Context: an optimization exercise on an open-source flow, tuned for small area and few clock cycles. The choices shown serve that exercise and are no tape-out recipe. Function was checked by simulation only, so behaviour that the tests miss may differ from the original. Power figures rest on the tool's default switching activity, not on a simulated workload.

## design/flow/constraint.sdc

```tcl
create_clock -name core_clock -period 4.0 [get_ports {clk}]
set_input_delay 0.8000 -clock core_clock [delete_from_list [all_inputs] [get_ports {clk}]]
set_output_delay 0.8000 -clock core_clock [all_outputs]
set_load 0.01 [all_outputs]
```

## design/flow/design.v

```verilog
module crc16_byte (
    input  wire [15:0] crc_in,
    input  wire [7:0]  data,
    output reg  [15:0] crc_out
);
    integer i;
    always @(*) begin
        crc_out = crc_in ^ {data, 8'h00};
        for (i = 0; i < 8; i = i + 1) begin
            if (crc_out[15])
                crc_out = {crc_out[14:0], 1'b0} ^ 16'h1021;
            else
                crc_out = {crc_out[14:0], 1'b0};
        end
    end
endmodule
module crc_unit (
    input  wire        clk,
    input  wire        rst,
    input  wire        crc_init,
    input  wire        crc_valid,
    input  wire [7:0]  crc_data,
    output reg  [15:0] crc_acc
);
    wire [15:0] crc_next;
    crc16_byte u_crc (.crc_in(crc_acc), .data(crc_data), .crc_out(crc_next));
    always @(posedge clk) begin
        if (rst || crc_init)
            crc_acc <= 16'hFFFF;
        else if (crc_valid)
            crc_acc <= crc_next;
    end
endmodule
module frame_decoder (
    input  wire        clk,
    input  wire        rst,
    input  wire        rx_valid,
    input  wire [7:0]  rx_data,
    output wire        rx_ready,
    output wire        pbuf_we,
    output wire [8:0]  pbuf_addr,
    output wire [7:0]  pbuf_wdata,
    output wire        frame_valid,
    output wire [7:0]  frame_msg,
    output wire [9:0]  frame_len,
    input  wire        frame_ack
);
    localparam [2:0] S_SOF0    = 3'd0,
                     S_SOF1    = 3'd1,
                     S_MSG     = 3'd2,
                     S_LENHI   = 3'd3,
                     S_LENLO   = 3'd4,
                     S_PAYLOAD = 3'd5,
                     S_CRCLO   = 3'd6;
    reg  [2:0]  state;
    reg  [15:0] dec_crc;
    reg  [7:0]  dec_msg;
    reg  [9:0]  dec_len;      
    reg  [9:0]  dec_idx;
    wire        held    = (state == S_SOF0) && (dec_crc == 16'd0);
    wire        rx_fire = rx_valid && rx_ready;
    wire [15:0] crc_next;
    wire        hi_big  = |rx_data[7:2];
    wire        len_over = (dec_len[9:8] == 2'b11) ||
                           (dec_len[9:8] == 2'b10 && rx_data != 8'd0);
    crc16_byte u_crc (.crc_in(dec_crc), .data(rx_data), .crc_out(crc_next));
    assign frame_valid = held;
    assign rx_ready    = !held || frame_ack;
    assign frame_msg   = dec_msg;
    assign frame_len   = dec_len;
    assign pbuf_we    = rx_valid && (state == S_PAYLOAD) && !dec_idx[9];
    assign pbuf_addr  = dec_idx[8:0];
    assign pbuf_wdata = rx_data;
    always @(posedge clk) begin
        if (rst) begin
            state   <= S_SOF0;
            dec_crc <= 16'hFFFF;
        end else begin
            if ((state == S_SOF0 || state == S_SOF1) && rx_ready)
                dec_crc <= 16'hFFFF;
            if (state == S_PAYLOAD)
                dec_idx <= dec_idx + {9'd0, rx_valid};
            else
                dec_idx <= 10'd0;
            if (rx_fire) begin
                case (state)
                    S_SOF0: begin
                        if (rx_data == 8'hAA)
                            state <= S_SOF1;
                    end
                    S_SOF1: begin
                        if (rx_data == 8'h55)
                            state <= S_MSG;
                        else
                            state <= S_SOF0;
                    end
                    S_MSG: begin
                        dec_msg <= rx_data;
                        dec_crc <= crc_next;
                        state   <= S_LENHI;
                    end
                    S_LENHI: begin
                        dec_len[9:8] <= {rx_data[1] | hi_big, rx_data[0] | hi_big};
                        dec_crc <= crc_next;
                        state   <= S_LENLO;
                    end
                    S_LENLO: begin
                        dec_len[7:0] <= rx_data;
                        if (len_over) begin
                            dec_crc <= 16'hFFFF;
                            state   <= S_SOF0;
                        end else begin
                            dec_crc <= crc_next;
                            state   <= S_PAYLOAD;
                        end
                    end
                    S_PAYLOAD: begin
                        dec_crc <= crc_next;
                        if (dec_idx == dec_len)
                            state <= S_CRCLO;
                    end
                    default: begin       
                        dec_crc <= crc_next;
                        state   <= S_SOF0;
                    end
                endcase
            end
        end
    end
endmodule
module frame_encoder (
    input  wire        clk,
    input  wire        rst,
    input  wire        enc_start,
    input  wire [7:0]  enc_msg,
    input  wire [15:0] enc_len,
    output wire        enc_ready,
    output reg         enc_err,
    input  wire        pl_valid,
    input  wire [7:0]  pl_data,
    output wire        pl_ready,
    output reg         tx_valid,
    output reg  [7:0]  tx_data,
    input  wire        tx_ready
);
    localparam [3:0] E_IDLE    = 4'd0,
                     E_SOF0    = 4'd1,
                     E_SOF1    = 4'd2,
                     E_MSG     = 4'd3,
                     E_LENHI   = 4'd4,
                     E_LENLO   = 4'd5,
                     E_PAYLOAD = 4'd6,
                     E_CRCHI   = 4'd7,
                     E_CRCLO   = 4'd8;
    reg  [3:0]  state;
    reg  [9:0]  len;
    reg  [15:0] enc_crc;
    wire        tx_fire  = tx_valid && tx_ready;
    wire        take     = enc_start && enc_ready;
    wire        len_ok   = (enc_len[15:10] == 6'd0) &&
                           !(enc_len[9] && enc_len[8:0] != 9'd0);
    wire        len_zero = (len == 10'd0);
    wire [7:0]  crc_data = (state == E_MSG) ? 8'hFF : tx_data;
    wire [15:0] crc_next;
    crc16_byte u_crc (.crc_in(enc_crc), .data(crc_data), .crc_out(crc_next));
    assign enc_ready = (state == E_IDLE) || (state == E_CRCLO && tx_ready);
    assign pl_ready  = (state == E_PAYLOAD) && tx_ready;
    always @(*) begin
        tx_valid = 1'b1;
        case (state)
            E_IDLE:    begin tx_valid = 1'b0; tx_data = enc_crc[15:8];  end
            E_SOF0:    tx_data = 8'hAA;
            E_SOF1:    tx_data = 8'h55;
            E_MSG:     tx_data = enc_crc[15:8];
            E_LENHI:   tx_data = {6'd0, len[9:8]};
            E_LENLO:   tx_data = len[7:0];
            E_PAYLOAD: begin tx_valid = pl_valid; tx_data = pl_data;    end
            E_CRCHI:   tx_data = enc_crc[15:8];
            E_CRCLO:   tx_data = enc_crc[15:8];
            default:   begin tx_valid = 1'b0; tx_data = enc_crc[15:8];  end
        endcase
    end
    always @(posedge clk) begin
        if (rst) begin
            state   <= E_IDLE;
            enc_err <= 1'b0;
        end else begin
            if (tx_fire && state != E_IDLE && state != E_SOF0 && state != E_SOF1)
                enc_crc <= crc_next;
            case (state)
                E_SOF0:  if (tx_fire) state <= E_SOF1;
                E_SOF1:  if (tx_fire) state <= E_MSG;
                E_MSG:   if (tx_fire) state <= E_LENHI;
                E_LENHI: if (tx_fire) state <= E_LENLO;
                E_LENLO: begin
                    if (tx_fire) begin
                        len   <= len - 10'd1;
                        state <= len_zero ? E_CRCHI : E_PAYLOAD;
                    end
                end
                E_PAYLOAD: begin
                    if (tx_fire) begin
                        len <= len - 10'd1;
                        if (len_zero)
                            state <= E_CRCHI;
                    end
                end
                E_CRCHI: if (tx_fire) state <= E_CRCLO;
                E_CRCLO: if (tx_fire) state <= E_IDLE;
                default: state <= E_IDLE;
            endcase
            if (take) begin
                enc_err <= !len_ok;
                len     <= enc_len[9:0];
                enc_crc <= {enc_msg, 8'hFF};
                state   <= len_ok ? E_SOF0 : E_IDLE;
            end
        end
    end
endmodule
module frame_codec (
    input  wire        clk,
    input  wire        rst,
    input  wire        crc_init,
    input  wire        crc_valid,
    input  wire [7:0]  crc_data,
    output wire [15:0] crc_acc,
    input  wire        rx_valid,
    input  wire [7:0]  rx_data,
    output wire        rx_ready,
    output wire        pbuf_we,
    output wire [8:0]  pbuf_addr,
    output wire [7:0]  pbuf_wdata,
    output wire        frame_valid,
    output wire [7:0]  frame_msg,
    output wire [9:0]  frame_len,
    input  wire        frame_ack,
    input  wire        enc_start,
    input  wire [7:0]  enc_msg,
    input  wire [15:0] enc_len,
    output wire        enc_ready,
    output wire        enc_err,
    input  wire        pl_valid,
    input  wire [7:0]  pl_data,
    output wire        pl_ready,
    output wire        tx_valid,
    output wire [7:0]  tx_data,
    input  wire        tx_ready
);
    crc_unit u_crc (
        .clk(clk), .rst(rst),
        .crc_init(crc_init), .crc_valid(crc_valid), .crc_data(crc_data),
        .crc_acc(crc_acc)
    );
    frame_decoder u_dec (
        .clk(clk), .rst(rst),
        .rx_valid(rx_valid), .rx_data(rx_data), .rx_ready(rx_ready),
        .pbuf_we(pbuf_we), .pbuf_addr(pbuf_addr), .pbuf_wdata(pbuf_wdata),
        .frame_valid(frame_valid), .frame_msg(frame_msg), .frame_len(frame_len),
        .frame_ack(frame_ack)
    );
    frame_encoder u_enc (
        .clk(clk), .rst(rst),
        .enc_start(enc_start), .enc_msg(enc_msg), .enc_len(enc_len),
        .enc_ready(enc_ready), .enc_err(enc_err),
        .pl_valid(pl_valid), .pl_data(pl_data), .pl_ready(pl_ready),
        .tx_valid(tx_valid), .tx_data(tx_data), .tx_ready(tx_ready)
    );
endmodule
```

## design/flow/config.mk

```make
export PLATFORM = sky130hd
export DESIGN_NAME = frame_codec
export DESIGN_NICKNAME = frame_codec
export VERILOG_FILES = /design/flow/design.v
export SDC_FILE = /design/flow/constraint.sdc
export NUM_CORES = 4
export LEC_CHECK = 0
export CAP_MARGIN = 20
export CORE_MARGIN = 2
export CORE_UTILIZATION = 65
export GPL_TIMING_DRIVEN = 0
export SLEW_MARGIN = 20
```

## design/flow/flow/run.sh

```bash
#!/bin/bash
# Own layout flow: the standard ORFS flow (standard.sh) with these changes
# to how the layout is made:
#  - synthesis is the standard flow's own script (synth_recipe.tcl, unchanged), except that
#    ABC maps the logic for area: flow/synth.tcl swaps in
#    flow/abc_area.script (AIG restructuring with &deepsyn, then repeated
#    area-only mapping); flip-flops are mapped before ABC, so the registers
#    are the standard synthesis's;
#  - the port buffers are the smallest buffer cell (buf_1) instead of the
#    default pick;
#  - the clock tree is built from clkbuf_8 without dummy loads.
# make's full output goes to flow_make.log; ORFS keeps each step's log in
# orfs/logs/.
set -euo pipefail
here=$(cd "$(dirname "$0")" && pwd)
work=$(pwd)
export OWN_ABC_SCRIPT="$here/abc_area.script"
export FLOW_SYNTH_TCL="$work/synth_recipe.tcl"
export REMOVE_ABC_BUFFERS=1
export BUFFER_PORTS_ARGS="-buffer_cell sky130_fd_sc_hd__buf_1"
export CTS_ARGS="-sink_clustering_enable -repair_clock_nets -dont_use_dummy_load -buf_list sky130_fd_sc_hd__clkbuf_8"
# standard.sh with the synthesis script pointed at flow/synth.tcl
sed "s#SYNTH_SCRIPT=[^ ]*#SYNTH_SCRIPT=$here/synth.tcl#" standard.sh > own_standard.sh
grep -q "SYNTH_SCRIPT=$here/synth.tcl" own_standard.sh
bash own_standard.sh finish > flow_make.log 2>&1
```

## design/flow/flow/abc_area.script

```
strash
&get -n
&deepsyn -I 1 -J 100
&put
dch
map -a
strash
dch
map -a
strash
dch
map -a
strash
dch
map -a
strash
dch
map -a
strash
dch
map -a
strash
dch
map -a
strash
dch
map -a
strash
&get -n
&dch
&nf -a -R 1000
&put
topo
dnsize
```

## design/flow/flow/synth.tcl

```tcl
# The standard flow's synthesis (synth_recipe.tcl, sourced unchanged) with one change: ABC
# maps the logic with an area-oriented script (abc_area.script beside this
# file) instead of ORFS's delay-oriented one.  Flip-flops are mapped before
# ABC runs, so the registers are the standard synthesis's.
proc abc {args} {
  set i [lsearch -exact $args -script]
  if {$i >= 0} { lset args [expr {$i + 1}] $::env(OWN_ABC_SCRIPT) }
  puts "own flow: abc $args"
  yosys abc {*}$args
}
source $::env(FLOW_SYNTH_TCL)
```

## design/flow/standard.sh

```bash
#!/bin/bash
# synth_recipe.tcl (not shown) runs the flow's synth.tcl, then flattens the netlist and writes it again
# the make line also repeats each setting of config.mk as NAME=value (left out here)
make -C /OpenROAD-flow-scripts/flow DESIGN_CONFIG=/design/flow/config.mk WORK_HOME=/design/flow/orfs CLKGATE_MAP_FILE= SYNTH_SCRIPT=/design/flow/synth_recipe.tcl "${@:-finish}"
```

==> results of run 1 <==
==> per-stage QoR <==
stage | hold slack, ns | instance area (µm²) | std cells | total power, µW | TNS (ns)
2_1_floorplan | 0.484 | 4720 | 484 | 1550 | 0
3_3_place_gp | 0.461 | 5310 | 705 | 1690 | -5.25
3_5_place_dp | 0.475 | 5330 | 706 | 1720 | 0
4_1_cts | 0.490 | 5450 | 715 | 2190 | 0
5_1_grt | 0.526 | 5460 | 715 | 2300 | 0
6_report | 0.486 | 5460 | 715 | 2180 | 0
==> worst paths after layout <==
check        slack, ns  depth (start not counted)      startpoint       endpoint
min               0.49                          2   u_enc.enc_err  u_enc.enc_err
min reg2reg       0.49                          2   u_enc.enc_err  u_enc.enc_err
max reg2reg       0.74                          5  u_enc.state[0]   u_enc.len[2]
max               0.74                          5  u_enc.state[0]   u_enc.len[2]
==> registers in the layout (all words and copies together) (netlist names) <==
| name | flops |
|---|---|
| u_dec.dec_idx | 10 |
| u_enc.enc_err | 1 |
| u_dec.dec_len | 10 |
| u_enc.len | 10 |
| u_crc.crc_acc | 16 |
| u_dec.dec_crc | 16 |
| u_dec.state | 3 |
| u_dec.dec_msg | 8 |
| u_enc.state | 4 |
| u_enc.enc_crc | 16 |
==> cells in the mapped netlist (5+ instances only) <==
cell type,instances
buf_4,17
o21a_1,9
a21oi_1,47
nor3_1,19
nand2b_1,11
o22ai_1,13
nand2_1,41
and3_1,13
nand4_1,5
edfxtp_1,54
dfxtp_1,40
o221a_1,5
xnor2_1,30
a31oi_1,10
nand3_1,9
xor2_1,24
nor2_1,60
nor4_1,10
a222oi_1,5
o21ai_0,13
clkinv_1,21
==> metal layers <==
metal  GRT usage (%)  part of all wire, %  vias to the layer above
met5               0                    0                        -
met1            34.5                   42                     1980
li1                -                    -                     2047
met4            8.97                  1.2                        0
met2            47.2                   51                      141
met3            4.59                  6.0                       13
==> layout make-up <==
| cell class | instances | area [µm²] | share of cell area [%] |
|---|---|---|---|
| Sequential cell | 94 | 2420 | 44.4 |
| Multi-Input combinational cell | 369 | 2240 | 41.0 |
| Timing Repair Buffer | 123 | 469 | 8.60 |
| Clock buffer | 9 | 124 | 2.27 |
| Tap cell | 99 | 124 | 2.27 |
| Inverter | 21 | 78.8 | 1.44 |
==> where the power goes <==
part	leakage (µW)	internal (µW)	switching, µW
clock network	0.0000647	202	278
logic	0.000903	207	325
registers	0.000832	1120	54.0
total	0.00180	1530	656
==> cells in the final DEF, fill, tap and decap left out, types with 5 or more instances in the layout <==
cell type  synthesis  layout
xor2_1            24      24
o21ai_0           13      13
and3_1            13      13
nor4_1            10      10
a21oi_1           47      46
buf_1              0     122
o21a_1             9       9
nand2_1           41      40
dfxtp_1           40      40
edfxtp_1          54      54
xnor2_1           30      30
nand4_1            5       5
a222oi_1           5       5
clkbuf_8           0       9
a31oi_1           10      10
nor2_1            60      60
nand2b_1          11      11
clkinv_1          21      21
o221a_1            5       5
nor3_1            19      18
nand3_1            9       9
o22ai_1           13      13
==> worst min-delay path, delay by kind of cell (launching register included) <==
kind,cells,cell delay [ns]
AOI/OAI and AO/OA,1,0.06
DFF,1,0.32
and+or+nand+nor,1,0.07
==> logic make-up (layout without fill, tap and decap cells) <==
group / count (synthesis) / count (layout)
AO/OA/AOI/OAI: 121 / 121
multiplexers: 2 / 2
AND/OR/NAND/NOR: 188 / 188
XOR/XNOR: 54 / 54
adder cells (fa/ha/maj): 4 / 4
flip-flops: 94 / 94
buffers and inverters: 38 / 153
==> metrics.md, run 1 <==
| Metric | Value |
|---|---|
| Area leader, netlist | edfxtp_1 |
| Dpl ws | roughly 0.58 ns |
| Fraction of the mapped netlist area in simple logic gates | a little under a fifth |
| Area added between synthesis and finish | 12.5% |
| Vias in the first global route | roughly 4,000 |
| CP max stage cell | a21oi_2 |
| Via density per instance | 5.85 |
| Clk slew on worst S/H paths | 0.07 ns |
| Crit share post-route | 81.5% |
| Top-area cell type share of the netlist area | between 30% and 40% |
| CTS Hold Bufs | 0 |
| Worst-Skew Late Latency | between 0.3 and 0.4 ns |
| #FFs+latches synth | 94 |
| Slew Limit Fails | 0 |
| DRC viols | 0 |
| Status | complete, no violations |
| First-pass GRT wire length | about 18,000 µm |
| Slew Limit Headroom | between 40% and 50% |
| Largest net degree at the start of global routing | between 40 and 50 |
| Die width | ~90 µm |
| Fin crit period | ~3.3 ns |
| Cts repair resizes | 0 |
| NumNets Final | 679 |
| Predominant post-synthesis flop cell | edfxtp_1 |
| Startpoint Class | register |
| Post-Syn Instances | between 500 and 600 |
| Compound-Gate Fraction of Synth Area | 16.0% |
| Congestion Overflow GR | 0 |
| Hold Fails Final Rpt | 0 |
| Arr. time, crit path | 3.22 ns |
| Die Y | ~90 µm |
| Core Region | 0.00725 mm² |
| Max VDD drop | around 300 µV |
| Final WL | 11,000 µm |
| PD cells | 400 mW/mm² |
| Post-synth EDFFs | 54 |
| I/O Buffers | between 100 and 150 |
| CTS Buf Count | 9 |
| Die ar. | 0.00817 mm² |
| Top post-synthesis cells by area | edfxtp_1 (33%), dfxtp_1 (17%), xnor2_1 (5.4%) |
| Row count | 31 |
| Max Root-Sink Buffers | 2 |
| Post-layout util | 75.2% |
| Htree depth | 3 |
| Starting Density | 66.9% |
| DR pass1 iterations | 5 |
| FFs w/ async S/R, synth | 0% |
| Min-delay worst type | reg2reg |
| Filler cells | between 500 and 600 |
| Worst Slack Setup Final | between 0.7 and 0.8 ns |
| Setup violators final | 0 |
| WL/cell | between 15 and 20 µm |
| Mapped Area | 0.00485 mm² |
| Gpl congestion | ~0.87 |
| Crit path buffers/inverters | 0 |
| Warnings from Yosys | 4 |
| Endpoint type of the worst setup path | register |
| Via count | approximately 4,200 |
| Largest family of logic cells by synthesized area | simple AND/OR/NAND/NOR gates |
| Multiplexer share of the synthesized area | less than 1% |
| Post-detail-place hpwl | about 8400 µm |
| Post-Synth Adder-Cell Area | under 10% |
| Crit path cell chain | nor3_1 -> o21a_1 -> nand2_2 -> a21oi_2 -> and2_0 |
| Top delay family on crit path | simple AND/OR/NAND/NOR gates |
| Clk root buf | clkbuf_8 |
| Max Clock Skew | between 0.02 and 0.03 ns |
| Number of antenna diodes | 0 |
| Netlist cell types | between 40 and 50 |
| Crit-path max FO | 40 |
| Gr usage total | between 20% and 30% |
| CP required | slightly below 4 ns |
| IO Pins | about 120 |
| Ratio of cells with drive above 1 in the final layout | between 2 and 2.5% |
| TritonCTS clock tree | done |
| Max-cap violations | 0 |
| Final ANT Viol Nets | 0 |
| Number of setup buffers added after CTS | 0 |
| Initial antenna violation count | 0 |
| Sequential area share after synthesis | between 40 and 50% |
| Syn_area_per_cell | 9.68 µm² |
| Fmax | 307 MHz |
| CTS Sinks | 94 |
| CP Class | reg2reg |
| Drt initial violations | about 300 |
| Leak Pwr | roughly 0.0018 µW |
| RSZ-0062 raised after global routing | false |
| Worst-margin pin slew | 0.797 ns |
| Xor and xnor area share after synthesis | 9.75% |
| CP peak stage delay | between 0.6 and 0.7 ns |
Testbench counts, summed over its fixed seeds: cycles 34,439.
==> run 2, diff against run 1 <==
--- a/design/flow/flow/run.sh
+++ b/design/flow/flow/run.sh
@@ -7,7 +7,8 @@
 #    area-only mapping); flip-flops are mapped before ABC, so the registers
 #    are the standard synthesis's;
 #  - the port buffers are the smallest buffer cell (buf_1) instead of the
-#    default pick;
+#    default pick, and the buffers synthesis put on pass-through wires
+#    become buf_1 too (flow/pre_place.tcl);
 #  - the clock tree is built from clkbuf_8 without dummy loads.
 # make's full output goes to flow_make.log; ORFS keeps each step's log in
 # orfs/logs/.
@@ -18,6 +19,7 @@
 export FLOW_SYNTH_TCL="$work/synth_recipe.tcl"
 export REMOVE_ABC_BUFFERS=1
 export BUFFER_PORTS_ARGS="-buffer_cell sky130_fd_sc_hd__buf_1"
+export PRE_GLOBAL_PLACE_TCL="$here/pre_place.tcl"
 export CTS_ARGS="-sink_clustering_enable -repair_clock_nets -dont_use_dummy_load -buf_list sky130_fd_sc_hd__clkbuf_8"
 # standard.sh with the synthesis script pointed at flow/synth.tcl
 sed "s#SYNTH_SCRIPT=[^ ]*#SYNTH_SCRIPT=$here/synth.tcl#" standard.sh > own_standard.sh
==> design/flow/flow/pre_place.tcl (new file) <==
# Before port buffering: the buffers synthesis put on pass-through wires
# (input port straight to output port) are removed; port buffering then
# gives the input and the output port a buffer each, as every other port.
set pass {}
foreach inst [get_cells *] {
  set m [get_property $inst ref_name]
  if {![regexp {^sky130_fd_sc_hd__buf_[0-9]+$} $m]} { continue }
  set out [get_pins -of_objects $inst -filter "direction == output"]
  set net [get_nets -of_objects $out]
  set drives_port 0
  foreach p [get_ports -quiet -of_objects $net] {
    if {[get_property $p direction] eq "output"} { set drives_port 1 }
  }
  if {$drives_port} { lappend pass $inst }
}
puts "pre_place: removing [llength $pass] pass-through buffers"
if {[llength $pass] > 0} { remove_buffers $pass }
foreach inst $pass {
  if {![catch {get_property $inst ref_name} m]} {
    puts "pre_place: [get_property $inst full_name] kept, made sky130_fd_sc_hd__buf_1"
    replace_cell $inst sky130_fd_sc_hd__buf_1
  }
}
==> metrics.md, run 2 <==
| Metric | Value |
|---|---|
| Top-area cell type share of the netlist area | 33.4% (unchanged) |
| Setup crit start | u_enc.state[0] |
| Non-Filler Instances | 715 (unchanged) |
| Initial antenna violation count | 0 (unchanged) |
| Final ANT Viol Nets | 0 (unchanged) |
| Row count | 31 (unchanged) |
| CTS Buf Count | 9 (unchanged) |
| Area leader, netlist | edfxtp_1 |
| Worst-Skew Late Latency | 0.35 ns (about the same) |
| Filler cells | 585 (unchanged) |
| Leak Pwr | 0.00180 µW (unchanged) |
| Vias in the first global route | 3,899 (unchanged) |
| Endpoint type of the worst setup path | register |
| Multi-input logic area | 0.00224 mm² (unchanged) |
| Starting Density | 66.9% (unchanged) |
| Placed cell count | 706 (unchanged) |
| Via count | 4,181 (unchanged) |
| Fin crit period | 3.26 ns (unchanged) |
| Worst Slack Setup Final | 0.740 ns (unchanged) |
| Gr usage total | 27.1% (unchanged) |
| TritonCTS clock tree | done |
| Most instantiated cells after synthesis | nor2_1 (60), edfxtp_1 (54), a21oi_1 (47) |
| Max VDD drop | 301 µV (unchanged) |
| GRT Max-Usage Layer | met2 |
| Die Y | 90.4 µm (unchanged) |
| Congestion Overflow GR | 0 (unchanged) |
| Met1 usage | 34.5% (unchanged) |
| Sequential area share after synthesis | 49.9% (unchanged) |
| Crit path cell chain | nor3_1 -> o21a_1 -> nand2_2 -> a21oi_2 -> and2_0 |
| Sw Pwr | 656 µW (unchanged) |
| Crit path buffers/inverters | 0 (unchanged) |
| Status | complete, no violations |
| Worst-margin pin slew | 0.797 ns (unchanged) |
| Max Root-Sink Buffers | 2 (unchanged) |
| Most numerous cell in the Yosys netlist | nor2_1 |
| #FFs+latches synth | 94 (unchanged) |
| Hold Fails Final Rpt | 0 (unchanged) |
| Clk slew on worst S/H paths | 0.07 ns (about the same) |
| Crit share post-route | 81.5% (unchanged) |
| Most common cell after layout, fill and taps aside | buf_1 |
| CTS Sinks | 94 (unchanged) |
| Most frequent cells in the layout | buf_1 (122), nor2_1 (60), edfxtp_1 (54) |
| Final WL | 11,000 µm (unchanged) |
| Post-detail-place hpwl | 8430 µm (unchanged) |
| Met3 Use GR | 4.59% (unchanged) |
| Clk root buf | clkbuf_8 |
| Fmax | 307 MHz (unchanged) |
| Die ar. | 0.00817 mm² (unchanged) |
| Predominant post-synthesis flop cell | edfxtp_1 |
| DRC viols | 0 (unchanged) |
| Warnings from Yosys | 4 (unchanged) |
| Via density per instance | 5.85 (unchanged) |
| Hold slack | 0.486 ns (unchanged) |
| Min-delay worst type | reg2reg |
| M2 GR Usage | 47.2% (unchanged) |
| Post-layout util | 75.2% (unchanged) |
| CP max stage cell | a21oi_2 |
| CP peak stage delay | 0.68 ns (about the same) |
| IO Pins | 123 (unchanged) |
| Max-cap violations | 0 (unchanged) |
| Top delay family on crit path | simple AND/OR/NAND/NOR gates |
| Netlist cell types | 42 (unchanged) |
| CP required | 3.96 ns (about the same) |
| NumNets Final | 679 (unchanged) |
| Clock network power share | 22.0% (about the same) |
| I/O Buffers | 122 (unchanged) |
| Mapped Area | 0.00485 mm² (unchanged) |
| Drt initial violations | 298 (unchanged) |
| Setup violators final | 0 (unchanged) |
| Post-Syn Instances | 501 (unchanged) |
| PD cells | 400 mW/mm² (unchanged) |
| FFs w/ async S/R, synth | 0% (unchanged) |
| Htree depth | 3 (unchanged) |
| Gate power share | 24.4% (about the same) |
| Slew Limit Fails | 0 (unchanged) |
| Gpl congestion | 0.872 (unchanged) |
| Min-delay src | u_enc.enc_err |
| DR pass1 iterations | 5 (unchanged) |
| CP Class | reg2reg |
| Crit-path max FO | 40 (unchanged) |
| Die width | 90.4 µm (unchanged) |
| R2R Path Start | u_enc.state[0] |
| Top post-synthesis cells by area | edfxtp_1 (33%), dfxtp_1 (17%), xnor2_1 (5.4%) |
| Slew Limit Headroom | 46.7% (unchanged) |
| Largest registers | u_crc.crc_acc x16, u_dec.dec_crc x16, u_enc.enc_crc x16 |
| WL/cell | 15.4 µm (unchanged) |
| Cts repair resizes | 0 (unchanged) |
| Net Sw Frac | 30.1% (unchanged) |
| Power share of the sequential group | 53.7% (about the same) |
| Seq. cell area | 0.00242 mm² (unchanged) |
| Area added between synthesis and finish | 12.5% (unchanged) |
| Max Clock Skew | 0.0292 ns (unchanged) |
| Startpoint Class | register |
| Largest net degree at the start of global routing | 41 (unchanged) |
| Dpl ws | 0.576 ns (unchanged) |
| Ratio of cells with drive above 1 in the final layout | 2.27% (unchanged) |
| CTS Hold Bufs | 0 (unchanged) |
| RSZ-0062 raised after global routing | false |
| Syn_area_per_cell | 9.68 µm² (unchanged) |
| First-pass GRT wire length | 18,200 µm (unchanged) |
| Arr. time, crit path | 3.22 ns (about the same) |
| Number of antenna diodes | 0 (unchanged) |
| P_int | 1530 µW (unchanged) |
| Post-synth EDFFs | 54 (unchanged) |
| Number of setup buffers added after CTS | 0 (unchanged) |
| Core Region | 0.00725 mm² (unchanged) |
[run 2: through the flow]
| stage | setup TNS (ns) | power (µW) | instance area (µm²) |
|---|---|---|---|
| after detailed placement | 0 | 1720 | 5330 |
| after global routing | 0 | 2300 | 5460 |
| after global placement | -5.25 | 1690 | 5310 |
| after floorplan | 0 | 1550 | 4720 |
| final | 0 | 2180 | 5460 |
| after CTS | 0 | 2190 | 5450 |
[run 2: power by group through the flow]
| stage | logic [µW] | registers [µW] | clock network, µW |
|---|---|---|---|
| after global routing | 595 | 1180 | 526 |
| after CTS | 531 | 1170 | 493 |
| after floorplan | 365 | 1180 | 0 |
| after detailed placement | 525 | 1190 | 0 |
| after global placement | 507 | 1190 | 0 |
| final | 532 | 1170 | 480 |
[run 2: cells by family after synthesis]
| family | share of synthesized area, % |
|---|---|
| fa+ha+maj | 1.03 |
| simple gates | 18.6 |
| mux | 0.413 |
| compound gates | 16.0 |
| xor+xnor | 9.75 |
| buf+inv | 4.25 |
| flops | 49.9 |
[run 2: per-layer routing]
metal / share of wire (%) / vias to the layer above
li1: - / 2047
met1: 42 / 1980
met2: 51 / 141
met3: 6.0 / 13
met4: 1.2 / 0
met5: 0 / -
[run 2: worst paths after layout]
path | to | slack (ns) | cells after the start
hold / removal | u_enc.enc_err | 0.49 | 2
hold reg to reg | u_enc.enc_err | 0.49 | 2
setup / recovery | u_enc.len[2] | 0.74 | 5
setup reg to reg | u_enc.len[2] | 0.74 | 5
[run 2: layout make-up]
| class | count | share of cell area, % |
|---|---|---|
| Tap cell | 99 | 2.27 |
| Sequential cell | 94 | 44.4 |
| Inverter | 21 | 1.44 |
| Multi-Input combinational cell | 369 | 41.0 |
| Timing Repair Buffer | 123 | 8.60 |
| Clock buffer | 9 | 2.27 |
[run 2: worst min-delay path, stage by stage (launching register included)]
cell and delay [ns]:
dfxtp_1 0.32, a21oi_1 0.06, nor2_1 0.07

==> afterwards: timing with drivers on the ports <==
Ports are ideal in the flow. The routed layouts listed here were re-timed in OpenROAD.
Step 1 assumes that a clkbuf_16 drives the clock port and a buf_2 every other input.
Step 2 moves the port delays by t, midway between the first and last clock arrival at a register: inputs arrive t later, outputs are due t later. That takes back most of the time a late clock gives input paths.
a / b / c = no drivers / after step 1 / after step 2; a / b = the first two.
run | shift t [ns] | slack for setup (ns) | worst setup path after step 2 | slew at the worst register clock pin (ns)
run 1 | 0.371 | 0.740 / 0.740 / 0.549 | input to register | 0.09 / 0.09
run 2 | 0.371 | 0.740 / 0.740 / 0.549 | input to register | 0.09 / 0.09
After both steps setup and hold are still met in every run listed.
